Context: an optimization exercise on an open-source flow, tuned for small area. The choices shown serve that exercise and are no tape-out recipe. In this exercise RTL edits were held to simulation tests only and were not proved equivalent to the original. Power and IR drop assume default switching activity.

`design/flow/config.mk`:
```
export PLATFORM = sky130hd
export DESIGN_NAME = keyscan16
export DESIGN_NICKNAME = keyscan16
export VERILOG_FILES = /design/flow/design.v
export SDC_FILE = /design/flow/constraint.sdc
export NUM_CORES = 8
export LEC_CHECK = 0
export CAP_MARGIN = 20
export CORE_MARGIN = 2
export CORE_UTILIZATION = 40
export CTS_BUF_LIST = sky130_fd_sc_hd__clkbuf_16
export CTS_CLUSTER_DIAMETER = 100
export CTS_CLUSTER_SIZE = 30
export SLEW_MARGIN = 20
```
`design/flow/constraint.sdc`:
```
create_clock -name core_clock -period 12.0 [get_ports {clk}]
set_input_delay 2.4000 -clock core_clock [delete_from_list [all_inputs] [get_ports {clk}]]
set_output_delay 2.4000 -clock core_clock [all_outputs]
set_load 0.01 [all_outputs]
```
`design/flow/design.v`:
```
module keyscan_key (
    input  wire [33:0] rec,
    input  wire        sample,
    input  wire        init,       
    input  wire        force_ch,   
    input  wire        step,       
    input  wire [15:0] cfg_np,
    input  wire [15:0] cfg_nr,
    input  wire [15:0] cfg_l1,
    input  wire [15:0] cfg_l2,
    input  wire [15:0] cfg_l3,
    input  wire [15:0] cfg_ndc,
    output wire [33:0] rec_nx,
    output wire        is_held,    
    output wire        is_cand,    
    output wire        emit,
    output wire [2:0]  emit_kind,
    output wire        emit_idle    
);
    localparam [1:0] M_PD = 2'd0, M_P = 2'd1, M_RD = 2'd2, M_WS = 2'd3;
    wire [1:0]  t     = rec[33:32];
    wire [15:0] cnt_a = rec[31:16];
    wire [15:0] cnt_b = rec[15:0];
    wire        pk = (t == 2'b11);
    wire [1:0]  m0 = pk ? cnt_b[4:3] : ((&cnt_a) ? M_P : M_RD);
    wire [2:0]  c0 = pk ? cnt_b[2:0] : {1'b0, t};
    wire [1:0]  m  = init ? M_PD : m0;
    wire [2:0]  c  = init ? 3'd7 : ((force_ch && m0 == M_P) ? 3'd5 : c0);
    wire        s  = sample;
    wire in_pd = (m == M_PD);
    wire in_p  = (m == M_P);
    wire in_rd = (m == M_RD);
    wire in_ws = (m == M_WS);
    wire c_idle = (c == 3'd7);    
    wire c_pdi  = (c == 3'd6);    
    wire c_lp   = ~c[2] & ~(c[1] & c[0]);   
    wire c_ch   = (c == 3'd5);
    wire [15:0] cnt  = cnt_a & (cnt_b | {16{~in_p}});
    wire        adv;
    wire [15:0] incd = cnt + {15'd0, adv};
    reg [15:0] thr;
    always @* begin
        case (m)
            M_PD: thr = cfg_np;
            M_RD: thr = cfg_nr;
            M_WS: thr = cfg_ndc;
            default: thr = (c[1] ? cfg_l3 : (c[0] ? cfg_l2 : cfg_l1));
        endcase
    end
    wire reach = (incd >= thr);    
    wire pd_cnt   = in_pd & ~c_idle & s;            
    wire confirm  = pd_cnt & reach;
    wire p_cnt    = in_p & s;
    wire p_up     = p_cnt & c_lp & reach;            
    wire idl_cnt  = (in_rd | in_ws) & ~s;             
    wire idl_end  = idl_cnt & reach;
    wire ws_emit  = in_ws & idl_end;
    reg [1:0] sm;
    reg [2:0] sc;
    always @* begin
        sm = m;
        sc = c;
        if (in_pd) begin
            if (c_idle) begin
                if (s) sc = 3'd6;
            end else if (s) begin
                if (reach) begin
                    sm = M_P;
                    sc = c_pdi ? 3'd0 : 3'd4;
                end
            end else if (c_pdi) begin
                sc = 3'd7;
            end else begin
                sm = M_WS;
            end
        end else if (in_p) begin
            if (s) begin
                if (p_up) sc = c + 3'd1;
            end else begin
                sm = M_RD;
            end
        end else if (in_rd) begin
            if (s) sm = M_P;
            else if (reach) begin
                if (c_ch) begin
                    sm = M_PD;
                    sc = 3'd7;
                end else begin
                    sm = M_WS;
                end
            end
        end else begin
            if (s) sm = M_PD;
            else if (reach) begin
                sm = M_PD;
                sc = 3'd7;
            end
        end
    end
    wire [1:0] n_m = step ? sm : m;
    wire [2:0] n_c = step ? sc : c;
    assign adv  = step & (pd_cnt | p_cnt | idl_cnt);
    wire clr_a = step & ((in_pd & c_idle & s) | (in_p & ~s) | idl_end | (in_ws & s));
    wire clr_b = step & confirm;
    wire [15:0] n_a = clr_a ? 16'd0 : incd;    
    wire [15:0] n_b = in_p ? incd : (clr_b ? 16'd0 : cnt_b);
    assign emit       = step & (confirm | p_up | ws_emit);
    assign emit_kind  = in_ws ? c + 3'd1 : (in_p ? c + 3'd2 : 3'd1);
    assign emit_idle  = in_ws;
    assign is_held = (n_m == M_P);
    assign is_cand = is_held && (n_c != 3'd5);
    wire n_unpacked = (n_m[0] ^ n_m[1]) & ~n_c[2] & ~(n_c[1] & n_c[0]);
    wire n_in_p     = (n_m == M_P);
    assign rec_nx = n_unpacked ? {n_c[1:0], n_a | {16{n_in_p}}, n_b}
                               : {2'b11, n_a, n_b[15:5], n_m, n_c};
endmodule
module keyscan16 (
    input  wire        clk,
    input  wire        rst,
    input  wire [15:0] cfg_np,
    input  wire [15:0] cfg_nr,
    input  wire [15:0] cfg_l1,
    input  wire [15:0] cfg_l2,
    input  wire [15:0] cfg_l3,
    input  wire [15:0] cfg_ndc,
    input  wire        scan,
    input  wire [15:0] keys,
    input  wire        clear,
    output wire        ready,
    output wire [7:0]  ev_key,
    output wire [2:0]  ev_kind,
    output wire [3:0]  ev_state,
    output reg  [15:0] ev_mask
);
    localparam integer RW = 34;
    reg [16*RW-1:0] ring;
    reg [3:0]       phase;
    reg             busy;       
    reg             init;       
    reg             force_ch;   
    reg [7:0]       smp_lo;     
    reg [7:0]       smp_hi;     
    reg [1:0]       cands;
    reg             anyheld;
    reg             hi_em;      
    reg             active;
    reg             ev_none;
    reg [3:0]       ev_idx;
    reg [2:0]       ev_k;
    reg             ev_z;       
    assign ev_key   = {{4{ev_none}}, ev_idx};
    assign ev_kind  = ev_k;
    assign ev_state = ev_z ? 4'd0 : (ev_k == 3'd6 ? 4'd6 : {1'b0, ev_k} + 4'd1);
    wire first = (phase[2:0] == 3'd0);
    wire last  = (phase[2:0] == 3'd7);
    assign ready = first & ~busy;
    wire accept_scan  = ready & scan;
    wire accept_clear = ready & clear;
    wire step = busy | accept_scan;
    wire swap = phase[3];
    wire s_lo = accept_scan ? keys[0] : smp_lo[0];
    wire s_hi = accept_scan ? keys[8] : smp_hi[0];
    wire [RW-1:0] tail0, tail8;
    wire          held0, held8, cand0, cand8, emit0, emit8;
    wire [2:0]    kind0, kind8;
    wire          z0, z8;
    keyscan_key u_step0 (
        .rec(ring[0 +: RW]), .sample(swap ? s_hi : s_lo),
        .init(init), .force_ch(force_ch), .step(step),
        .cfg_np(cfg_np), .cfg_nr(cfg_nr), .cfg_l1(cfg_l1), .cfg_l2(cfg_l2),
        .cfg_l3(cfg_l3), .cfg_ndc(cfg_ndc),
        .rec_nx(tail0), .is_held(held0), .is_cand(cand0),
        .emit(emit0), .emit_kind(kind0), .emit_idle(z0)
    );
    keyscan_key u_step8 (
        .rec(ring[8*RW +: RW]), .sample(swap ? s_lo : s_hi),
        .init(init), .force_ch(force_ch), .step(step),
        .cfg_np(cfg_np), .cfg_nr(cfg_nr), .cfg_l1(cfg_l1), .cfg_l2(cfg_l2),
        .cfg_l3(cfg_l3), .cfg_ndc(cfg_ndc),
        .rec_nx(tail8), .is_held(held8), .is_cand(cand8),
        .emit(emit8), .emit_kind(kind8), .emit_idle(z8)
    );
    wire held_lo = swap ? held8 : held0;
    wire held_hi = swap ? held0 : held8;
    wire       em_hi   = swap ? emit0 : emit8;
    wire       em_lo   = swap ? emit8 : emit0;
    wire [2:0] kind_hi = swap ? kind0 : kind8;
    wire [2:0] kind_lo = swap ? kind8 : kind0;
    wire       z_hi    = swap ? z0 : z8;
    wire       z_lo    = swap ? z8 : z0;
    wire       hi_em_cur = accept_scan ? 1'b0 : hi_em;
    wire [1:0] cands_cur = accept_scan ? 2'd0 : cands;
    wire       held_cur  = accept_scan ? 1'b0 : anyheld;
    wire [1:0] cands_nx  = (cands_cur == 2'd2 || (cand0 && cand8)) ? 2'd2 :
                           cands_cur + {1'b0, cand0 | cand8};
    wire       held_nx   = held_cur | held0 | held8;
    wire [7:0] mask_lo   = {held_lo, smp_lo[7:1]};
    wire [7:0] mask_hi   = {held_hi, smp_hi[7:1]};
    wire combo_press   = (cands_nx == 2'd2);
    wire combo_release = !combo_press && active && !held_nx;
    always @(posedge clk) begin
        ring  <= {tail0, ring[16*RW-1:9*RW], tail8, ring[8*RW-1:RW]};
        phase <= rst ? 4'd0 : phase + 4'd1;
        if (accept_scan) begin
            smp_lo <= {held_lo, keys[7:1]};
            smp_hi <= {held_hi, keys[15:9]};
        end else begin
            smp_lo <= mask_lo;
            smp_hi <= mask_hi;
        end
        cands   <= cands_nx;
        anyheld <= held_nx;
        hi_em   <= hi_em_cur | em_hi;
    end
    always @(posedge clk) begin
        if (rst) begin
            busy     <= 1'b0;
            init     <= 1'b1;
            force_ch <= 1'b0;
            active   <= 1'b0;
            ev_none  <= 1'b1;
            ev_idx   <= 4'hF;
            ev_k     <= 3'd0;
            ev_z     <= 1'b1;
            ev_mask  <= 16'd0;
        end else begin
            if (first)
                busy <= accept_scan;
            if (last) begin
                busy     <= 1'b0;
                init     <= 1'b0;
                force_ch <= busy & combo_press;
            end
            if (accept_clear) begin
                ev_none <= 1'b1;
                ev_idx  <= 4'hF;
                ev_k    <= 3'd0;
                ev_z    <= 1'b1;
                ev_mask <= 16'd0;
            end
            if (step) begin
                if (last && combo_press) begin
                    active  <= 1'b1;
                    ev_none <= 1'b1;
                    ev_idx  <= 4'hF;
                    ev_k    <= 3'd6;
                    ev_z    <= 1'b0;
                    ev_mask <= {mask_hi, mask_lo};
                end else if (last && combo_release) begin
                    active  <= 1'b0;
                    ev_none <= 1'b1;
                    ev_idx  <= 4'hF;
                    ev_k    <= 3'd7;
                    ev_z    <= 1'b1;
                    ev_mask <= 16'd0;
                end else if (em_hi) begin
                    ev_none <= 1'b0;
                    ev_idx  <= {1'b1, phase[2:0]};
                    ev_k    <= kind_hi;
                    ev_z    <= z_hi;
                    ev_mask <= 16'd0;
                end else if (em_lo && !hi_em_cur) begin
                    ev_none <= 1'b0;
                    ev_idx  <= {1'b0, phase[2:0]};
                    ev_k    <= kind_lo;
                    ev_z    <= z_lo;
                    ev_mask <= 16'd0;
                end
            end
        end
    end
endmodule
```
`design/flow/run.sh`:
```
#!/bin/bash
# synth_recipe.tcl (not shown) runs the flow's synth.tcl, then flattens the netlist and writes it again
# the make line also repeats each setting of config.mk as NAME=value (left out here)
make -C /OpenROAD-flow-scripts/flow DESIGN_CONFIG=/design/flow/config.mk WORK_HOME=/design/flow/orfs CLKGATE_MAP_FILE= SYNTH_SCRIPT=/design/flow/synth_recipe.tcl finish
```
==> flow_summary.ini, run 1 <==
[worst_setup_path]
rr_endpoint = ev_mask[14]$_SDFF_PP0_
cpMostUsedCell = ha_1
slowest_stage = mux4_2
rr_worst_depth = 40
cp-start-kind = primary input
critPathMaxStageDelay_ps = 790
rrSetupSlack_ps = 1910
cp_max_fo = 20
reg2reg_from = force_ch$_SDFFE_PP0P_
critical_path_arrival_ps = 11480
critPathCaptureType = register
cp.required_ps = 12530
setup.worst_path.class = primary input to register

[grt]
antenna_found_initial = 1
grt_usage_pct = 19.0
grt_pass1_wl_mm = 71.7
grt_max_degree = 64
grt_overflow = 0
grt_pass1_vias = 11600

[clocking]
htreeDepth = 1
cts_tree = yes
cts.sinks = 597
cts_buffer_depth = 3
cts_setup_buffers = 0
cts_hold_buf = 0
cts_buffers = 25
clock-root-buffer = clkbuf_16
cts_resized = 0
clock_latency_ps = 590
path_clk_slew_ps = 110

[min_path]
whs_path_depth = 0
holdPathEnd = ring[22]$_DFF_P_
hp-start = ring[56]$_DFF_P_
hp-class = register to register

[synthesis]
synth-edff-count = 0
syn_area_mm2 = 0.0188
synth_area_leaders = dfxtp_1, o21ai_0, ha_1
ys.warnings.count = 2
syn-num-nets = 1856
synth_flop_cell = dfxtp_1
synth_cells = 1686
synth.most_common_cell = dfxtp_1
ys_ff_latch = 597
synth_commonest_cells = dfxtp_1, o21ai_0, nand2_1
yosys.area.top_type = dfxtp_1
syn_avg_cell_area_um2 = 11.2
ys_seq_area_share_pct = 63.6
ys_types = 91
async_flop_share_pct = 0
synth_top_cell_area_share_pct = 63.6

[place]
preCtsSetupSlack_ps = 527
place.gp.congestion = 0.868
dp_hpwl_mm = 34.9
portBuffers = 147

[sta]
hold_viol = 0
worst_pin_slew_ps = 1110
drv_slew = 0
setup_tns_ps = 0
skew_ps = 20.8
finalCriticalPeriod_ps = 10940
fmax_ghz = 0.0914
rsz0062_at_grt = false
setup_ws_ps = 1060
hold_ws_ps = 318
setup_viol = 0
fin_crit_sh_pct = 91.2
relSlewSlack_pct = 25.6

[floorplan]
die_area_mm2 = 0.0488
core.rowCount = 79
io_pins = 148
start_util_pct = 40.5
die_w_um = 221
die_y_um = 221
coreArea_mm2 = 0.0465

[cells_and_area]
drive_above_1_share_pct = 5.91
area_growth_syn_to_layout_pct = 14.4
nNetsFinal = 1961
diodes = 0
fill_cells = 4359
finish.utilization_pct = 46.3

[power]
power_frac_seq_pct = 63.3
ir_worst_vdd_mv = 0.128
p_sw_w = 0.000768
swShare_pct = 22.8
p_int_w = 0.00260
cellPowerDensity_mw_per_mm2 = 156
clkPwrFrac_pct = 29.4
leakage_nw = 8.96
combinationalPowerShare_pct = 7.3

[detailed_routing]
drc_errors = 0
vias = 12600
routedWlPerCell_um = 19.9
antenna_left = 0
dr.pass1.iters = 7
routed_wl_mm = 47.8
viasPerCell = 5.23
drtIter0Drc = 1414

[job]
cap_violations = 0

[status]
status = timing/DRC/antenna clean
## stage by stage
step / area (µm²) / power (W) / std cells
floorplan: 18800 / 0.00231 / 1686
global placement: 20800 / 0.00241 / 2371
detailed placement: 20800 / 0.00242 / 2371
CTS: 21500 / 0.00340 / 2402
global route: 21500 / 0.00350 / 2402
finish: 21500 / 0.00336 / 2402
## registers in the layout, indices dropped and copies added (netlist names), 2 cells and up
register and flops:
smp_lo 8, cands 2, ev_idx 4, ev_k 3
ring 544, ev_mask 16, phase 4, smp_hi 8
## how the worst max path moves through the flow
stage,start,to,slack (ps),cells after the start
6_report,scan,ev_mask[14]$_SDFF_PP0_,1060,31
5_1_grt,scan,ev_mask[14]$_SDFF_PP0_,440,31
4_1_cts,scan,ev_mask[14]$_SDFF_PP0_,1110,31
3_5_place_dp,scan,ev_mask[11]$_SDFF_PP0_,530,31
3_3_place_gp,scan,ev_mask[9]$_SDFF_PP0_,780,30
2_1_floorplan,scan,ev_mask[10]$_SDFF_PP0_,2420,41
## metal layers
layer,vias to the layer above,wire length (µm),track usage (%)
li1,6074,-,-
met3,46,3840,3.63
met5,-,0,0
met2,516,20100,28.1
met1,5920,23200,29.0
met4,0,699,3.38
## power groups by stage
stage / Clock [W] / Combinational (W) / Sequential (W)
after floorplan: 0 / 0.000149 / 0.00216
after global placement: 0 / 0.000242 / 0.00217
after detailed placement: 0 / 0.000242 / 0.00218
after CTS: 0.00103 / 0.000244 / 0.00213
after global routing: 0.00109 / 0.000266 / 0.00214
final: 0.000991 / 0.000245 / 0.00213
## cell type report
class | instances | area [µm²] | share of cell area [%]
clock inverters | 6 | 96.3 | 0.448
well taps | 607 | 759 | 3.53
inverters | 55 | 206 | 0.960
flip-flops and latches | 597 | 12000 | 55.6
clock buffers | 25 | 626 | 2.91
multi-input cells | 949 | 6280 | 29.2
repair buffers | 163 | 1590 | 7.40
## cells by family (layout without fill, tap and decap cells)
group,after synthesis,in the layout,share of synthesized area [%]
AND/OR/NAND/NOR,374,374,9.81
buffers and inverters,140,249,3.26
AO/OA/AOI/OAI,430,430,14.8
XOR/XNOR,24,24,1.12
multiplexers,67,67,3.84
adder cells (fa/ha/maj),54,54,3.59
flip-flops,597,597,63.6
## cell usage in the layout (no fill, tap or decap), types with 9 or more instances in the layout
master	n
dfxtp_1	597
o21ai_0	188
nand2_1	154
clkdlybuf4s50_1	147
a21oi_1	70
nor2_1	60
inv_1	56
ha_1	54
mux2i_1	48
nand3_1	37
clkbuf_16	25
a22o_1	19
nand4_1	18
nor3_1	17
a211oi_1	17
o211ai_1	16
a222oi_1	16
buf_4	16
mux2_2	15
a31oi_1	14
and3_1	13
xor2_1	13
xnor2_1	11
a21o_1	10
or3_1	10
nor2b_1	10
and2_1	9
nand2b_1	9
## critical path, delay by kind of cell
family,cells,cell delay [ps]
AOI/OAI and AO/OA,11,3210
and+or+nand+nor,12,3030
adders and majority gates,4,1140
muxes,1,790
buffers and inverters,2,630
xor gates and xnor gates,1,270
==> inputs of run 2 (changes only) <==
==> design/flow/flow/run.sh (new file) <==
#!/bin/bash
# Own layout flow: the standard flow, except that synthesis maps the
# logic with an area-oriented ABC script and without ORFS's adder maps.
# Registers come out exactly as in the standard synthesis.
set -euo pipefail
W=$(pwd)
export FLOW_FLOW_DIR="$W/flow"
make -C "$FLOW_HOME" DESIGN_CONFIG="$W/config.mk" WORK_HOME="$W/orfs" CLKGATE_MAP_FILE= \
  SYNTH_SCRIPT="$W/flow/synth.tcl" ADDER_MAP_FILE= synth > "$W/synth.log" 2>&1
bash "$W/standard.sh" > "$W/layout.log" 2>&1
==> design/flow/flow/area.abc (new file) <==
strash
&get -n
&st
&deepsyn -T 30
&dch -f
&nf -R 1000
&put
==> design/flow/flow/synth.tcl (new file) <==
# The standard synthesis (synth_recipe.tcl), with two changes to the
# combinational mapping only: no Kogge-Stone carry map, and ABC run with
# an area-oriented script (flow/area.abc) instead of ORFS's speed script.
proc synth {args} {
  set i [lsearch $args -extra-map]
  if {$i >= 0} { set args [lreplace $args $i [expr {$i + 1}]] }
  yosys synth -nofsm -noshare {*}$args
}
proc abc {args} {
  set out {}
  set skip 0
  foreach a $args {
    if {$skip} { set skip 0; continue }
    if {$a eq "-script" || $a eq "-D"} { set skip 1; continue }
    lappend out $a
  }
  yosys abc -script $::env(FLOW_FLOW_DIR)/area.abc {*}$out
}
source $::env(SCRIPTS_DIR)/synth.tcl
# left out here: clear keep_hierarchy, flatten, clean up, hide names made inside functions, write 1_2_yosys.v
==> design/flow/standard.sh (new file) <==
#!/bin/bash
# synth_recipe.tcl (not shown) runs the flow's synth.tcl, then flattens the netlist and writes it again
# the make line also repeats each setting of config.mk as NAME=value (left out here)
make -C /OpenROAD-flow-scripts/flow DESIGN_CONFIG=/design/flow/config.mk WORK_HOME=/design/flow/orfs CLKGATE_MAP_FILE= SYNTH_SCRIPT=/design/flow/synth_recipe.tcl "${@:-finish}"
removed: design/flow/run.sh
==> run 2 against run 1 <==
Effect of this change:
- clock-buffer cell count fell by 2
- maximum frequency is 0.83% lower
- die area is 14% lower
- final cell count is 15% lower
- sequential share of layout area increased by 6.9 points
- clock skew down 2.8 ps
- largest cell class unchanged
==> flow_summary.ini, run 2 <==
[synthesis]
synth_flop_cell = dfxtp_1
synth-edff-count = 0
ys_types = 49
synth_top_cell_area_share_pct = 73.8
yosys.area.top_type = dfxtp_1
syn-num-nets = 1442
synth_cells = 1326
syn_avg_cell_area_um2 = 12.2
synth.most_common_cell = dfxtp_1
synth_area_leaders = dfxtp_1, o21ai_0, nor2_1
ys_seq_area_share_pct = 73.8
ys_ff_latch = 597
ys.warnings.count = 2
async_flop_share_pct = 0
syn_area_mm2 = 0.0162
synth_commonest_cells = dfxtp_1, o21ai_0, nor2_1

[detailed_routing]
viasPerCell = 5.22
vias = 10700
drtIter0Drc = 1199
routedWlPerCell_um = 20.7
dr.pass1.iters = 7
drc_errors = 0
antenna_left = 0
routed_wl_mm = 42.5

[min_path]
holdPathEnd = ring[480]$_DFF_P_
whs_path_depth = 0
hp-class = register to register
hp-start = ring[514]$_DFF_P_

[worst_setup_path]
setup.worst_path.class = primary input to register
critPathMaxStageDelay_ps = 470
reg2reg_from = ring[29]$_DFF_P_
critPathCaptureType = register
critical_path_arrival_ps = 11500
crit_buf_inv = 8
cp.required_ps = 12470
rrSetupSlack_ps = 1160
rr_worst_depth = 46
cp_top_family = simple AND/OR/NAND/NOR gates
cp_max_fo = 8
rr_endpoint = ev_idx[2]$_SDFF_PP1_
cpMostUsedCell = clkinv_1
cp-start-kind = primary input
slowest_stage = clkdlybuf4s50_1

[place]
dp.cells = 2026
place.gp.congestion = 0.948
dp_hpwl_mm = 31.0
post_dp_cell_area_mm2 = 0.0185
portBuffers = 147

[grt]
grt_max_degree = 47
grt_pass1_wl_mm = 62.8
grt_pass1_vias = 10400
antenna_found_initial = 1
grt_overflow = 0
grt_usage_pct = 20.1

[floorplan]
die_y_um = 205
start_util_pct = 40.7
io_pins = 148
die_w_um = 205
die_area_mm2 = 0.0421
core.rowCount = 73
coreArea_mm2 = 0.0398

[power]
ir_worst_vdd_mv = 0.0892
leakage_nw = 7.23
total_power_w = 0.00312
cellPowerDensity_mw_per_mm2 = 163

[clocking]
cts_buffers = 23
clock_latency_ps = 570
cts_resized = 0
clock-root-buffer = clkbuf_16
cts.sinks = 597
cts_buffer_depth = 3
htreeDepth = 1
cts_hold_buf = 0
cts_tree = yes
cts_setup_buffers = 0
path_clk_slew_ps = 110

[status]
status = timing/DRC/antenna clean

[sta]
setup_tns_ps = 0
fin_crit_sh_pct = 92.0
worst_pin_slew_ps = 1020
skew_ps = 18.0
rsz0062_at_grt = false
drv_slew = 0
setup_viol = 0
hold_ws_ps = 319
finalCriticalPeriod_ps = 11040
fmax_ghz = 0.0906
hold_viol = 0
relSlewSlack_pct = 31.7

[cells_and_area]
drive_above_1_share_pct = 3.74
nNetsFinal = 1642
seq_area_mm2 = 0.0120
largest_register = ring
fin_area_mm2 = 0.0191
diodes = 0
multiInputGateArea_mm2 = 0.00414
fill_cells = 3635
largest_reg_flops = 544
final_cells = 2051
top_regs = ring (544), ev_mask (16)
area_growth_syn_to_layout_pct = 18.1
final_cell_mix = dfxtp_1, clkdlybuf4s50_1, o21ai_0
layout_commonest_cell = dfxtp_1

[job]
cap_violations = 0
-- run 2: changes by cell type in the layout (fill, tap and decap cells not counted), moves of 16 or more --
cell,delta
nand2_1,-59
a21oi_1,-35
buf_4,+16
nor2_1,+42
inv_1,-56
o21ai_0,-44
nand3_1,-21
mux2i_1,-39
ha_1,-54
clkinv_1,+22
o22ai_1,+30
-- run 2: worst register-to-register path, delay by kind of cell (launching register included) --
kind	cells	cell delay, ps
DFF	1	410
and+or+nand+nor	28	7080
xor gates and xnor gates	1	130
AOI/OAI and AO/OA	11	2390
buffers and inverters	6	770
-- run 2: final cells by class --
class	instances	share of cell area, %
inverters	22	0.432
clock inverters	2	0.0719
clock buffers	23	3.01
well taps	525	3.43
flip-flops and latches	597	62.5
multi-input cells	703	21.6
repair buffers	179	8.95
-- run 2: power by group --
part           internal [W]  switching (W)  leakage, nW
Clock              0.000349       0.000547        0.292
Combinational     0.0000683      0.0000708         2.06
Sequential          0.00206      0.0000239         4.87
Total               0.00248       0.000641         7.23
-- run 2: worst max-delay path by stage --
stage	start	to	slack [ps]	cells past startpoint
after floorplan	scan	ev_idx[0]$_SDFF_PP1_	1150	39
after global placement	scan	ev_idx[2]$_SDFF_PP1_	660	42
after detailed placement	scan	ev_idx[1]$_SDFF_PP1_	470	42
after CTS	scan	ev_idx[2]$_SDFF_PP1_	1030	42
after global routing	scan	ev_idx[0]$_SDFF_PP1_	180	42
final	scan	ev_idx[2]$_SDFF_PP1_	960	42
-- run 2: kinds of logic after synthesis --
group                    synth area share [%]
buffers and inverters                   0.695
XOR/XNOR                                 2.05
adder cells (fa/ha/maj)                 0.371
multiplexers                             1.60
AO/OA/AOI/OAI                            13.3
flip-flops                               73.8
AND/OR/NAND/NOR                          8.18
-- run 2: metal layers --
layer	global-route usage, %	part of all wire [%]
met1	27.3	45
met2	31.3	43
met3	3.36	7.4
met4	9.07	4.8
met5	0	0
-- run 2: stage by stage --
stage                     setup slack (ps)  utilization [%]
after floorplan                       1150                -
final                                  965             48.0
after global placement                 664             46.6
after global routing                   181             48.0
after CTS                             1030             48.0
after detailed placement               466             46.6
==> inputs of run 3 (changes only) <==
==> design/flow/flow/run.sh (replaced) <==
#!/bin/bash
# Own layout flow: the standard flow, except that synthesis maps the
# logic with an area-oriented ABC script and without ORFS's adder maps
# (registers come out exactly as in the standard synthesis), and that the
# buffer placed on every input and output port is the smallest buffer cell.
set -euo pipefail
W=$(pwd)
export FLOW_FLOW_DIR="$W/flow"
make -C "$FLOW_HOME" DESIGN_CONFIG="$W/config.mk" WORK_HOME="$W/orfs" CLKGATE_MAP_FILE= \
  SYNTH_SCRIPT="$W/flow/synth.tcl" ADDER_MAP_FILE= synth > "$W/synth.log" 2>&1
bash "$W/standard.sh" "BUFFER_PORTS_ARGS=-buffer_cell sky130_fd_sc_hd__buf_1" finish > "$W/layout.log" 2>&1
==> run 3 against run 2 <==
Effect of this change:
- synthesized cell count stayed put
- critical path depth stayed put
- area after synthesis stayed put
- register-to-register slack worse by 220 ps
- sequential power hardly changed
- power is 0.88% lower
- largest cell class unchanged
- clock power hardly changed
- sequential share of layout area is 3.2 points higher
- critical path type unchanged
- combinational power is 18% lower
- setup slack worse by 38 ps
- highest routed layer unchanged
==> flow_summary.ini, run 3 <==
[cells_and_area]
fin_area_mm2 = 0.0182
area_growth_syn_to_layout_pct = 12.4
largest_reg_flops = 544
top_regs = ring (544), ev_mask (16)
finish.utilization_pct = 45.7
nNetsFinal = 1641
largest_register = ring
layout_commonest_cell = dfxtp_1
fill_cells = 3719
seq_area_mm2 = 0.0120
multiInputGateArea_mm2 = 0.00415
drive_above_1_share_pct = 3.74
final_cell_mix = dfxtp_1, buf_1, o21ai_0

[grt]
grt_max_degree = 47
grt_pass1_wl_mm = 61.2
grt_overflow = 0
grt_pass1_vias = 9871
grt_usage_pct = 19.6
antenna_found_initial = 0

[power]
total_power_w = 0.00309
cellPowerDensity_mw_per_mm2 = 170
ir_worst_vdd_mv = 0.110
leakage_nw = 6.83

[detailed_routing]
vias = 10600
drc_errors = 0
dr.pass1.iters = 7
routedWlPerCell_um = 20.5
drtIter0Drc = 1160
routed_wl_mm = 42.1
antenna_left = 0
viasPerCell = 5.17

[clocking]
cts_setup_buffers = 0
cts_hold_buf = 0
cts_tree = yes
htreeDepth = 1
cts_buffers = 23
path_clk_slew_ps = 110
clock_latency_ps = 560
clock-root-buffer = clkbuf_16
cts_resized = 0
cts_buffer_depth = 3
cts.sinks = 597

[worst_setup_path]
reg2reg_from = ring[28]$_DFF_P_
cpMostUsedCell = clkinv_1
cp.required_ps = 12460
cp-start-kind = primary input
critPathMaxStageDelay_ps = 480
rrSetupSlack_ps = 940
crit_end = ev_idx[1]$_SDFF_PP1_
slowest_stage = or3_1
cp-startpoint = scan
rr_worst_depth = 46
rr_endpoint = ev_idx[1]$_SDFF_PP1_
cp_max_fo = 11
setup.worst_path.class = primary input to register
critical_path_arrival_ps = 11530
critPathCaptureType = register

[synthesis]
syn_area_mm2 = 0.0162
ys_types = 49
synth_top_cell_area_share_pct = 73.8
ys_ff_latch = 597
ys_seq_area_share_pct = 73.8
syn_avg_cell_area_um2 = 12.2
synth_flop_cell = dfxtp_1
synth-edff-count = 0
yosys.area.top_type = dfxtp_1
synth_area_leaders = dfxtp_1, o21ai_0, nor2_1
synth.most_common_cell = dfxtp_1
synth_commonest_cells = dfxtp_1, o21ai_0, nor2_1
ys.warnings.count = 2
async_flop_share_pct = 0
syn-num-nets = 1442
synth_cells = 1326

[floorplan]
die_area_mm2 = 0.0421
die_y_um = 205
io_pins = 148
die_w_um = 205
core.rowCount = 73
start_util_pct = 40.7
coreArea_mm2 = 0.0398

[sta]
rsz0062_at_grt = false
drv_slew = 0
fmax_ghz = 0.0903
fin_crit_sh_pct = 92.3
setup_tns_ps = 0
skew_ps = 17.8
setup_ws_ps = 927
setup_viol = 0
hold_viol = 0
relSlewSlack_pct = 24.1
finalCriticalPeriod_ps = 11070
worst_pin_slew_ps = 1130

[job]
cap_violations = 0

[place]
place.gp.congestion = 0.912
preCtsSetupSlack_ps = 451
portBuffers = 147
dp_hpwl_mm = 31.0
post_dp_cell_area_mm2 = 0.0176

[min_path]
hp-class = register to register
whs_path_depth = 0

[status]
status = timing/DRC/antenna clean
[run 3: per-stage QoR]
stage,std cells,hold WS (ps)
after floorplan,1326,310
after global placement,2025,310
after detailed placement,2025,312
after CTS,2050,323
after global routing,2050,324
final,2051,320
[run 3: cell type report]
cell class / count / area share (%)
Timing Repair Buffer: 178 / 4.31
Sequential cell: 597 / 65.6
Inverter: 22 / 0.453
Clock buffer: 23 / 3.16
Clock inverter: 2 / 0.0756
Multi-Input combinational cell: 703 / 22.8
Tap cell: 525 / 3.61
Antenna cell: 1 / 0.0137
[run 3: report_power, final]
group          internal (W)  switching (W)  total (W)  leakage, nW
logic             0.0000423      0.0000718   0.000114         1.66
registers           0.00206      0.0000240    0.00209         4.87
clock network      0.000349       0.000544   0.000893        0.292
total               0.00245       0.000640    0.00309         6.83
[run 3: worst min path at each step]
stage               slack (ps)         startpoint           endpoint
floorplan                  310   ring[34]$_DFF_P_    ring[0]$_DFF_P_
global placement           310  ring[355]$_DFF_P_  ring[321]$_DFF_P_
detailed placement         310   ring[58]$_DFF_P_   ring[24]$_DFF_P_
CTS                        320   ring[37]$_DFF_P_    ring[3]$_DFF_P_
global route               320  ring[100]$_DFF_P_   ring[66]$_DFF_P_
finish                     320  ring[529]$_DFF_P_  ring[495]$_DFF_P_
[run 3: cell families (layout without fill, tap and decap cells)]
logic type | Yosys count | count (layout) | synth area share [%]
mux | 24 | 24 | 1.60
xor+xnor | 38 | 38 | 2.05
other cells | 0 | 1 | 0
simple gates | 297 | 297 | 8.18
buf+inv | 26 | 225 | 0.695
fa+ha+maj | 6 | 6 | 0.371
flops | 597 | 597 | 73.8
compound gates | 338 | 338 | 13.3
[run 3: layer usage]
layer	part of all wire (%)	up-vias	track usage [%]
met5	0	-	0
li1	-	5052	-
met1	45	5022	27.3
met2	44	453	31.2
met4	3.7	0	7.01
met3	7.4	80	2.96
[run 3: worst max-delay path, delay by kind of cell]
kind | cells | cell delay (ps)
AOI/OAI and AO/OA | 10 | 2250
and+or+nand+nor | 20 | 5100
xor gates and xnor gates | 2 | 250
muxes | 2 | 470
buffers and inverters | 8 | 1040
==> inputs of run 4 (changes only) <==
--- a/design/flow/design.v
+++ b/design/flow/design.v
@@ -39,13 +39,13 @@
     wire        adv;
     wire [15:0] incd = cnt + {15'd0, adv};
-    reg [15:0] thr;
-    always @* begin
-        case (m)
-            M_PD: thr = cfg_np;
-            M_RD: thr = cfg_nr;
-            M_WS: thr = cfg_ndc;
-            default: thr = (c[1] ? cfg_l3 : (c[0] ? cfg_l2 : cfg_l1));
-        endcase
-    end
+    wire sel_np  = in_pd;
+    wire sel_nr  = in_rd;
+    wire sel_ndc = in_ws;
+    wire sel_l1  = in_p & ~c[1] & ~c[0];
+    wire sel_l2  = in_p & c[0];
+    wire sel_l3  = in_p & c[1];
+    wire [15:0] thr = ({16{sel_np}} & cfg_np) | ({16{sel_nr}} & cfg_nr) |
+                      ({16{sel_ndc}} & cfg_ndc) | ({16{sel_l1}} & cfg_l1) |
+                      ({16{sel_l2}} & cfg_l2) | ({16{sel_l3}} & cfg_l3);
     wire reach = (incd >= thr);    
     wire pd_cnt   = in_pd & ~c_idle & s;            
@@ -183,11 +183,10 @@
     wire held_lo = swap ? held8 : held0;
     wire held_hi = swap ? held0 : held8;
-    wire       em_hi   = swap ? emit0 : emit8;
-    wire       em_lo   = swap ? emit8 : emit0;
-    wire [2:0] kind_hi = swap ? kind0 : kind8;
-    wire [2:0] kind_lo = swap ? kind8 : kind0;
-    wire       z_hi    = swap ? z0 : z8;
-    wire       z_lo    = swap ? z8 : z0;
-    wire       hi_em_cur = accept_scan ? 1'b0 : hi_em;
+    wire hi_em_cur = accept_scan ? 1'b0 : hi_em;
+    wire w0 = emit0 & (swap | (~hi_em_cur & ~emit8));
+    wire w8 = emit8 & (~swap | (~hi_em_cur & ~emit0));
+    wire       w_idx3 = w0 ? swap : ~swap;
+    wire [2:0] w_kind = w0 ? kind0 : kind8;
+    wire       w_z    = w0 ? z0 : z8;
     wire [1:0] cands_cur = accept_scan ? 2'd0 : cands;
     wire       held_cur  = accept_scan ? 1'b0 : anyheld;
@@ -211,5 +210,5 @@
         cands   <= cands_nx;
         anyheld <= held_nx;
-        hi_em   <= hi_em_cur | em_hi;
+        hi_em   <= hi_em_cur | (swap ? emit0 : emit8);
     end
     always @(posedge clk) begin
@@ -254,15 +253,9 @@
                     ev_z    <= 1'b1;
                     ev_mask <= 16'd0;
-                end else if (em_hi) begin
+                end else if (w0 | w8) begin
                     ev_none <= 1'b0;
-                    ev_idx  <= {1'b1, phase[2:0]};
-                    ev_k    <= kind_hi;
-                    ev_z    <= z_hi;
-                    ev_mask <= 16'd0;
-                end else if (em_lo && !hi_em_cur) begin
-                    ev_none <= 1'b0;
-                    ev_idx  <= {1'b0, phase[2:0]};
-                    ev_k    <= kind_lo;
-                    ev_z    <= z_lo;
+                    ev_idx  <= {w_idx3, phase[2:0]};
+                    ev_k    <= w_kind;
+                    ev_z    <= w_z;
                     ev_mask <= 16'd0;
                 end
==> run 4 against run 3 <==
Effect of this change:
- largest cell class unchanged
- clock skew barely moved
- highest routed layer unchanged
- combinational power is essentially flat
- power up 0.93%
- utilization fell by 0.33 points
- critical endpoint is now ev_mask[14]$_SDFF_PP0_
- register-to-register slack improved by 830 ps
- non-clock buffer count down 9
- area after synthesis fell by 1.0%
- critical path type unchanged
- largest power group unchanged
- via count shrank 2.9%
- maximum frequency is 3.3% higher
- sequential share of layout area is 0.78 points higher
- still clean on timing, DRC and antenna
- first-iteration DRC count increased by 0.95%
- hold slack about the same
==> flow_summary.ini, run 4 <==
[status]
status = timing/DRC/antenna clean

[sta]
rsz0062_at_grt = false
worst_pin_slew_ps = 1030
setup_tns_ps = 0
hold_ws_ps = 320
relSlewSlack_pct = 30.5
fin_crit_sh_pct = 89.3
hold_viol = 0
skew_ps = 17.4
drv_slew = 0
setup_viol = 0
fmax_ghz = 0.0933
finalCriticalPeriod_ps = 10720

[synthesis]
synth.most_common_cell = dfxtp_1
ys_types = 48
synth_flop_cell = dfxtp_1
syn_avg_cell_area_um2 = 12.5
synth-edff-count = 0
synth_area_leaders = dfxtp_1, o21ai_0, nand2_1
yosys.area.top_type = dfxtp_1
syn_area_mm2 = 0.0160
synth_commonest_cells = dfxtp_1, o21ai_0, nand2_1
ys.warnings.count = 2
async_flop_share_pct = 0
synth_top_cell_area_share_pct = 74.5
ys_ff_latch = 597
ys_seq_area_share_pct = 74.5
synth_cells = 1284
syn-num-nets = 1400

[cells_and_area]
drive_above_1_share_pct = 3.66
layout_commonest_cell = dfxtp_1
final_cell_mix = dfxtp_1, buf_1, o21ai_0
seq_area_mm2 = 0.0120
fin_area_mm2 = 0.0180
largest_reg_flops = 544
area_growth_syn_to_layout_pct = 12.2
fill_cells = 3698
diodes = 0
finish.utilization_pct = 45.4
multiInputGateArea_mm2 = 0.00405
largest_register = ring
nNetsFinal = 1590
top_regs = ring (544), ev_mask (16)

[clocking]
cts_tree = yes
cts_resized = 0
cts_setup_buffers = 0
cts_buffers = 23
cts.sinks = 597
path_clk_slew_ps = 110
htreeDepth = 1
cts_buffer_depth = 3
cts_hold_buf = 0
clock_latency_ps = 560
clock-root-buffer = clkbuf_16

[detailed_routing]
routedWlPerCell_um = 18.6
vias = 10300
routed_wl_mm = 37.1
viasPerCell = 5.15
dr.pass1.iters = 7
drc_errors = 0
antenna_left = 0
drtIter0Drc = 1171

[worst_setup_path]
cp-start-kind = primary input
critical_path_arrival_ps = 11170
setup.worst_path.class = primary input to register
critPathMaxStageDelay_ps = 720
critPathCaptureType = register
cpMostUsedCell = or3_1
cp.required_ps = 12450
slowest_stage = a21oi_1
cp_max_fo = 17

[grt]
grt_max_degree = 37
grt_pass1_vias = 9554
grt_overflow = 0
grt_usage_pct = 17.2
antenna_found_initial = 0
grt_pass1_wl_mm = 54.6

[power]
cellPowerDensity_mw_per_mm2 = 173
ir_worst_vdd_mv = 0.104
total_power_w = 0.00312
leakage_nw = 6.77

[place]
dp_hpwl_mm = 26.6
post_dp_cell_area_mm2 = 0.0174
portBuffers = 147
place.gp.congestion = 0.903

[job]
cap_violations = 0

[floorplan]
start_util_pct = 40.5
die_w_um = 204
coreArea_mm2 = 0.0396
die_area_mm2 = 0.0417
io_pins = 148
die_y_um = 204
core.rowCount = 73

[min_path]
hp-class = register to register
run 4: cell types whose count changed after synthesis, sizes merged, moves of 7 or more:
cell / before / now
or2: 10 / 3
clkinv: 22 / 10
o221ai: 15 / 7
o22ai: 35 / 9
a221o: 1 / 13
nand2: 95 / 130
a222oi: 15 / 28
a22oi: 8 / 23
nor2: 102 / 64
o21ai: 145 / 135
run 4: power by group:
part | internal [W] | leakage [nW] | switching [W] | total (W)
clock network | 0.000349 | 0.292 | 0.000540 | 0.000889
registers | 0.00209 | 4.87 | 0.0000308 | 0.00212
logic | 0.0000436 | 1.61 | 0.0000725 | 0.000116
total | 0.00248 | 6.77 | 0.000643 | 0.00312
run 4: layer usage:
metal  routed length [µm]  track usage, %  up-vias
met1                17700            25.1     4928
met4                  887            4.94        0
met3                 2490            2.85       55
li1                     -               -     4915
met2                16100            26.2      399
met5                    0               0        -
run 4: logic make-up after synthesis:
kind of cell	share of synthesized area, %
compound gates	13.2
xor+xnor	2.18
fa+ha+maj	0.187
buf+inv	0.421
flops	74.5
mux	1.24
simple gates	8.22
run 4: area by class of cell:
class | instances | area share, %
sequential | 597 | 66.4
multi-input combinational | 673 | 22.5
timing repair buffer | 169 | 3.98
tap | 525 | 3.65
clock buffer | 23 | 3.20
inverter | 10 | 0.209
clock inverter | 2 | 0.0765
run 4: per-stage QoR:
stage               setup WS (ps)  instances
floorplan                    1760       1284
CTS                          1450       1999
detailed placement            853       1974
global placement             1050       1974
finish                       1280       1999
global route                  518       1999
run 4: worst paths after layout:
| path | slack [ps] | cells after the start | startpoint | endpoint |
|---|---|---|---|---|
| setup / recovery | 1280 | 34 | scan | ev_mask[14]$_SDFF_PP0_ |
| hold / removal | 320 | 0 | ring[134]$_DFF_P_ | ring[100]$_DFF_P_ |
| setup reg to reg | 1770 | 34 | busy$_SDFFE_PP0N_ | ev_mask[14]$_SDFF_PP0_ |
| hold reg to reg | 320 | 0 | ring[134]$_DFF_P_ | ring[100]$_DFF_P_ |
run 4: worst max-delay path, delay by kind of cell:
family                 cells  cell delay (ps)
AO/OA/AOI/OAI             13             2750
XOR/XNOR                   2              390
buffers and inverters      3              500
multiplexers               2              650
AND/OR/NAND/NOR           14             4470
==> inputs of run 5 (changes only) <==
==> design/flow/flow/area.abc (replaced) <==
strash
&get -n
&st
&deepsyn -T 150
&st
&deepsyn -T 150
&dch -f
&nf -R 1000 -p -F 8 -C 32
&put
==> run 5 against run 4 <==
Effect of this change:
- still clean on timing, DRC and antenna
- via count is 0.68% lower
- setup slack better by 420 ps
- highest routed layer unchanged
- clock-buffer cell count is 1 higher
- global-route usage is 0.86 points higher
- largest power group unchanged
- utilization hardly changed
- design area hardly changed
==> flow_summary.ini, run 5 <==
[worst_setup_path]
slowest_stage = o21ai_0
crit_buf_inv = 1
critPathCaptureType = register
critPathMaxStageDelay_ps = 670
setup.worst_path.class = primary input to register
rrSetupSlack_ps = 2320
critical_path_arrival_ps = 10700
cp-start-kind = primary input
cp_top_family = simple AND/OR/NAND/NOR gates
cp_max_fo = 20
cp.required_ps = 12410

[synthesis]
synth.most_common_cell = dfxtp_1
ys.warnings.count = 2
yosys.area.top_type = dfxtp_1
syn_area_mm2 = 0.0160
syn-num-nets = 1382
ys_seq_area_share_pct = 74.7
ys_ff_latch = 597
synth_cells = 1266
async_flop_share_pct = 0
synth_commonest_cells = dfxtp_1, nand2_1, o21ai_0
synth_area_leaders = dfxtp_1, o21ai_0, nand2_1
synth_top_cell_area_share_pct = 74.7
syn_avg_cell_area_um2 = 12.6
synth_flop_cell = dfxtp_1
ys_types = 51
synth-edff-count = 0

[grt]
grt_pass1_vias = 9711
antenna_found_initial = 0
grt_overflow = 0
grt_max_degree = 37
grt_pass1_wl_mm = 56.8
grt_usage_pct = 18.1

[place]
dp_hpwl_mm = 27.7
portBuffers = 147
place.gp.congestion = 0.904

[clocking]
cts_tree = yes
clock_latency_ps = 580
htreeDepth = 1
path_clk_slew_ps = 110
cts_buffer_depth = 3
cts_resized = 0
clock-root-buffer = clkbuf_16
cts_setup_buffers = 0
cts_hold_buf = 0
cts.sinks = 597
cts_buffers = 24

[sta]
setup_tns_ps = 0
drv_slew = 0
rsz0062_at_grt = false
fmax_ghz = 0.0971
relSlewSlack_pct = 22.5
skew_ps = 34.6
hold_ws_ps = 328
worst_pin_slew_ps = 1160
finalCriticalPeriod_ps = 10300
hold_viol = 0
fin_crit_sh_pct = 85.8
setup_viol = 0

[power]
swShare_pct = 21.2
p_int_w = 0.00250
leakage_nw = 6.80
p_sw_w = 0.000672
cellPowerDensity_mw_per_mm2 = 176
ir_worst_vdd_mv = 0.103
clkPwrFrac_pct = 29.5
power_frac_seq_pct = 66.8
combinationalPowerShare_pct = 3.7

[floorplan]
start_util_pct = 40.3
die_area_mm2 = 0.0416
core.rowCount = 73
io_pins = 148
coreArea_mm2 = 0.0396
die_y_um = 204
die_w_um = 204

[detailed_routing]
routed_wl_mm = 38.5
drc_errors = 0
routedWlPerCell_um = 19.4
dr.pass1.iters = 6
viasPerCell = 5.17
antenna_left = 0
drtIter0Drc = 1116
vias = 10200

[cells_and_area]
area_growth_syn_to_layout_pct = 12.5
largest_reg_flops = 544
final_cell_mix = dfxtp_1, buf_1, nand2_1
largest_register = ring
top_regs = ring (544), ev_mask (16)
diodes = 0
layout_commonest_cell = dfxtp_1
drive_above_1_share_pct = 3.71
nNetsFinal = 1569
fill_cells = 3678

[status]
status = timing/DRC/antenna clean

[job]
cap_violations = 0

[min_path]
hp-class = register to register
[run 5: routing by layer]
layer / part of all wire [%] / vias up / track usage (%)
met2: 46 / 456 / 30.6
met3: 6.8 / 79 / 2.77
met1: 43 / 4832 / 23.4
met5: 0 / - / 0
met4: 3.8 / 0 / 6.75
li1: - / 4860 / -
[run 5: worst reg2reg max path: cells and delay by family, from the launching register on]
kind                      cells  cell delay (ps)
AOI/OAI and AO/OA            22             4960
and+or+nand+nor              12             3880
DFF                           1              450
xor gates and xnor gates      1              220
[run 5: final cells by class]
class	instances	area [µm²]	share of cell area, %
inverters	19	71.3	0.396
flip-flops and latches	597	12000	66.4
repair buffers	165	687	3.82
multi-input cells	646	3970	22.0
clock inverters	4	57.6	0.320
clock buffers	24	601	3.34
well taps	525	657	3.65
[run 5: cell families (layout without fill, tap and decap cells)]
| family | Yosys count | in the layout | synth area share, % |
|---|---|---|---|
| DFF | 597 | 597 | 74.7 |
| AOI/OAI and AO/OA | 307 | 307 | 13.0 |
| and+or+nand+nor | 285 | 285 | 8.22 |
| xor gates and xnor gates | 35 | 35 | 1.92 |
| buffers and inverters | 23 | 212 | 0.634 |
| muxes | 19 | 19 | 1.46 |
[run 5: metrics by stage]
step | instance area [µm²] | util [%] | worst slack, ps | instances | total power (W)
after global routing | 18000 | 45.4 | 1110 | 1980 | 0.00329
after floorplan | 16000 | - | 2450 | 1266 | 0.00222
after CTS | 18000 | 45.4 | 1850 | 1980 | 0.00321
after global placement | 17300 | 43.7 | 1150 | 1952 | 0.00228
final | 18000 | 45.4 | 1700 | 1980 | 0.00317
after detailed placement | 17300 | 43.7 | 1290 | 1952 | 0.00228
[run 5: power groups by stage]
stage | sequential [W] | combinational [W] | clock, W
after floorplan | 0.00215 | 0.0000660 | 0
after global placement | 0.00216 | 0.000116 | 0
after detailed placement | 0.00217 | 0.000117 | 0
after CTS | 0.00212 | 0.000118 | 0.000968
after global routing | 0.00213 | 0.000129 | 0.00103
final | 0.00212 | 0.000118 | 0.000935
[run 5: final timing paths]
check             depth (start not counted)         startpoint              endpoint
setup / recovery                         31               scan  ev_idx[2]$_SDFF_PP1_
hold / removal                            0  ring[307]$_DFF_P_     ring[273]$_DFF_P_
setup reg to reg                         35  ring[305]$_DFF_P_  ev_idx[2]$_SDFF_PP1_
hold reg to reg                           0  ring[307]$_DFF_P_     ring[273]$_DFF_P_
==> inputs of run 6 (changes only) <==
==> design/flow/flow/run.sh (replaced) <==
#!/bin/bash
# Own layout flow: the standard flow, except that synthesis maps the
# logic with an area-oriented ABC script and without ORFS's adder maps
# (registers come out exactly as in the standard synthesis).
set -euo pipefail
W=$(pwd)
export FLOW_FLOW_DIR="$W/flow"
make -C "$FLOW_HOME" DESIGN_CONFIG="$W/config.mk" WORK_HOME="$W/orfs" CLKGATE_MAP_FILE= \
  SYNTH_SCRIPT="$W/flow/synth.tcl" ADDER_MAP_FILE= synth > "$W/synth.log" 2>&1
bash "$W/standard.sh" > "$W/layout.log" 2>&1
==> run 6 against run 5 <==
Effect of this change:
- final cell count about the same
- first-iteration DRC count decreased by 5.5%
- sequential share of layout area decreased by 3.1 points
- maximum frequency decreased by 0.69%
- design area increased by 4.9%
- combinational power increased by 23%
- critical path type unchanged
- clock power decreased by 5.6%
- largest power group unchanged
- clock-buffer cell count decreased by 1
==> flow_summary.ini, run 6 <==
[status]
status = timing/DRC/antenna clean

[power]
ir_worst_vdd_mv = 0.0949
cellPowerDensity_mw_per_mm2 = 167
leakage_nw = 7.18

[cells_and_area]
nNetsFinal = 1571
top_regs = ring (544), ev_mask (16)
largest_register = ring
fill_cells = 3578
final_cell_mix = dfxtp_1, clkdlybuf4s50_1, nand2_1
layout_commonest_cell = dfxtp_1
area_growth_syn_to_layout_pct = 18.0
finish.utilization_pct = 47.6
drive_above_1_share_pct = 3.71
largest_reg_flops = 544
diodes = 0

[worst_setup_path]
critical_path_arrival_ps = 10850
setup.worst_path.class = primary input to register
critPathCaptureType = register
rr_endpoint = ev_mask[3]$_SDFF_PP0_
cp_max_fo = 20
cpMostUsedCell = nand2b_1
rrSetupSlack_ps = 2450
cp-startpoint = scan
crit_end = ev_mask[3]$_SDFF_PP0_
rr_worst_depth = 36
slowest_stage = and3_1
critPathMaxStageDelay_ps = 710
reg2reg_from = ring[296]$_DFF_P_
cp.required_ps = 12490
cp-start-kind = primary input

[sta]
skew_ps = 40.8
setup_tns_ps = 0
rsz0062_at_grt = false
setup_viol = 0
relSlewSlack_pct = 25.8
worst_pin_slew_ps = 1100
finalCriticalPeriod_ps = 10370
hold_viol = 0
fin_crit_sh_pct = 86.4
fmax_ghz = 0.0965
drv_slew = 0

[grt]
grt_pass1_wl_mm = 56.9
grt_max_degree = 38
grt_usage_pct = 18.1
grt_overflow = 0
grt_pass1_vias = 9724
antenna_found_initial = 0

[detailed_routing]
antenna_left = 0
routed_wl_mm = 39.0
vias = 10300
viasPerCell = 5.19
routedWlPerCell_um = 19.7
drtIter0Drc = 1055
dr.pass1.iters = 9
drc_errors = 0

[floorplan]
core.rowCount = 73
die_y_um = 204
coreArea_mm2 = 0.0396
io_pins = 148
die_w_um = 204
die_area_mm2 = 0.0416
start_util_pct = 40.3

[synthesis]
ys_ff_latch = 597
ys.warnings.count = 2
syn_avg_cell_area_um2 = 12.6
async_flop_share_pct = 0
syn-num-nets = 1382
synth.most_common_cell = dfxtp_1
synth_commonest_cells = dfxtp_1, nand2_1, o21ai_0
synth-edff-count = 0
synth_cells = 1266
ys_types = 51
synth_top_cell_area_share_pct = 74.7
yosys.area.top_type = dfxtp_1
syn_area_mm2 = 0.0160
synth_flop_cell = dfxtp_1
synth_area_leaders = dfxtp_1, o21ai_0, nand2_1
ys_seq_area_share_pct = 74.7

[clocking]
cts.sinks = 597
cts_hold_buf = 0
htreeDepth = 1
cts_tree = yes
cts_buffers = 23
clock_latency_ps = 570
cts_setup_buffers = 0
clock-root-buffer = clkbuf_16
path_clk_slew_ps = 120
cts_resized = 0
cts_buffer_depth = 3

[place]
dp_hpwl_mm = 27.9
place.gp.congestion = 0.911
portBuffers = 147

[min_path]
hp-class = register to register

[job]
cap_violations = 0
==> run 6: cell types whose count changed in the layout (fill, tap and decap cells not counted), sizes merged <==
cell	previous run	this run
clkbuf	24	23
clkinvlp	1	0
clkinv	22	20
clkdlybuf4s50	0	147
buf	165	21
==> run 6: worst min path at each step <==
stage	cells past startpoint	endpoint	slack, ps	from
finish	0	ring[236]$_DFF_P_	310	ring[270]$_SDFF_PN1_
global route	0	ring[134]$_DFF_P_	320	ring[168]$_DFF_P_
CTS	0	ring[134]$_DFF_P_	320	ring[168]$_DFF_P_
detailed placement	0	ring[129]$_DFF_P_	310	ring[163]$_DFF_P_
global placement	0	ring[4]$_DFF_P_	310	ring[38]$_DFF_P_
floorplan	0	ring[0]$_DFF_P_	310	ring[34]$_DFF_P_
==> run 6: critical path, delay by kind of cell <==
family,cells,cell delay [ps]
and+or+nand+nor,16,4530
AOI/OAI and AO/OA,11,2480
xor gates and xnor gates,2,520
buffers and inverters,1,470
muxes,1,410
==> run 6: stage by stage <==
stage / instances / hold slack, ps / total power [W] / instance area (µm²) / setup slack [ps]
2_1_floorplan: 1266 / 310 / 0.00222 / 16000 / 2450
3_3_place_gp: 1955 / 310 / 0.00230 / 18300 / 1460
3_5_place_dp: 1955 / 312 / 0.00231 / 18300 / 1200
4_1_cts: 1979 / 318 / 0.00318 / 18900 / 1750
5_1_grt: 1979 / 318 / 0.00327 / 18900 / 970
6_report: 1979 / 307 / 0.00315 / 18900 / 1630
==> run 6: kinds of logic (layout without fill, tap and decap cells) <==
kind of cell	count (synthesis)	after routing	share of synthesized area (%)
DFF	597	597	74.7
AOI/OAI and AO/OA	307	307	13.0
and+or+nand+nor	285	285	8.22
xor gates and xnor gates	35	35	1.92
buffers and inverters	23	211	0.634
muxes	19	19	1.46
==> run 6: power by group <==
| group | internal [W] | leakage, nW | switching [W] | total [W] |
|---|---|---|---|---|
| clock | 0.000347 | 0.287 | 0.000537 | 0.000883 |
| sequential | 0.00208 | 4.88 | 0.0000351 | 0.00212 |
| combinational | 0.0000714 | 2.02 | 0.0000732 | 0.000145 |
| total | 0.00250 | 7.18 | 0.000645 | 0.00315 |
==> run 6: area by class of cell <==
class,instances,area (µm²),area share [%]
clock buffer,23,576,3.05
clock inverter,1,5.00,0.0265
inverter,19,71.3,0.378
multi-input combinational,646,3980,21.1
sequential,597,12000,63.4
tap,525,657,3.48
timing repair buffer,168,1630,8.64
==> run 6: routing by layer <==
layer  part of all wire, %  GRT usage (%)  up-vias
met5                     0              0        -
met4                   2.7           5.20        0
met3                   7.4           2.77       64
met2                    47           31.2      421
met1                    43           23.6     4928
li1                      -              -     4857

-- separate check: timing with driven ports --
The results above use ideal ports. As a check the final layouts listed here were re-extracted and re-timed, cells and wires unchanged. Step 1 (the two cells are an assumption about what drives the block):
set clk [get_ports {clk}]
set_driving_cell -lib_cell sky130_fd_sc_hd__clkbuf_16 $clk
set_driving_cell -lib_cell sky130_fd_sc_hd__buf_2 [delete_from_list [all_inputs] $clk]
Step 2 moves the port delays by t, midway between the first and last clock arrival at a register: inputs arrive t later, outputs are due t later. That takes back most of the time a late clock gives input paths. Slacks: no drivers / after step 1 / after step 2; pairs: no drivers / after step 1.
| run | t, ns | setup WS [ns] | clock arrival spread, ns |
|---|---|---|---|
| run 1 | 0.641 | 1.056 / 1.090 / 0.449 | 0.021 / 0.021 |
| run 2 | 0.609 | 0.965 / 0.974 / 0.365 | 0.020 / 0.021 |
| run 3 | 0.606 | 0.927 / 0.936 / 0.346 | 0.020 / 0.020 |
| run 4 | 0.607 | 1.281 / 1.306 / 0.699 | 0.019 / 0.019 |
| run 5 | 0.613 | 1.705 / 1.732 / 1.119 | 0.034 / 0.034 |
| run 6 | 0.599 | 1.633 / 1.643 / 1.044 | 0.043 / 0.042 |
After both steps every run listed still meets setup and hold. The setup slack of run 1, which loses most, moves by +0.034 ns with the drivers and by -0.607 ns with both steps.
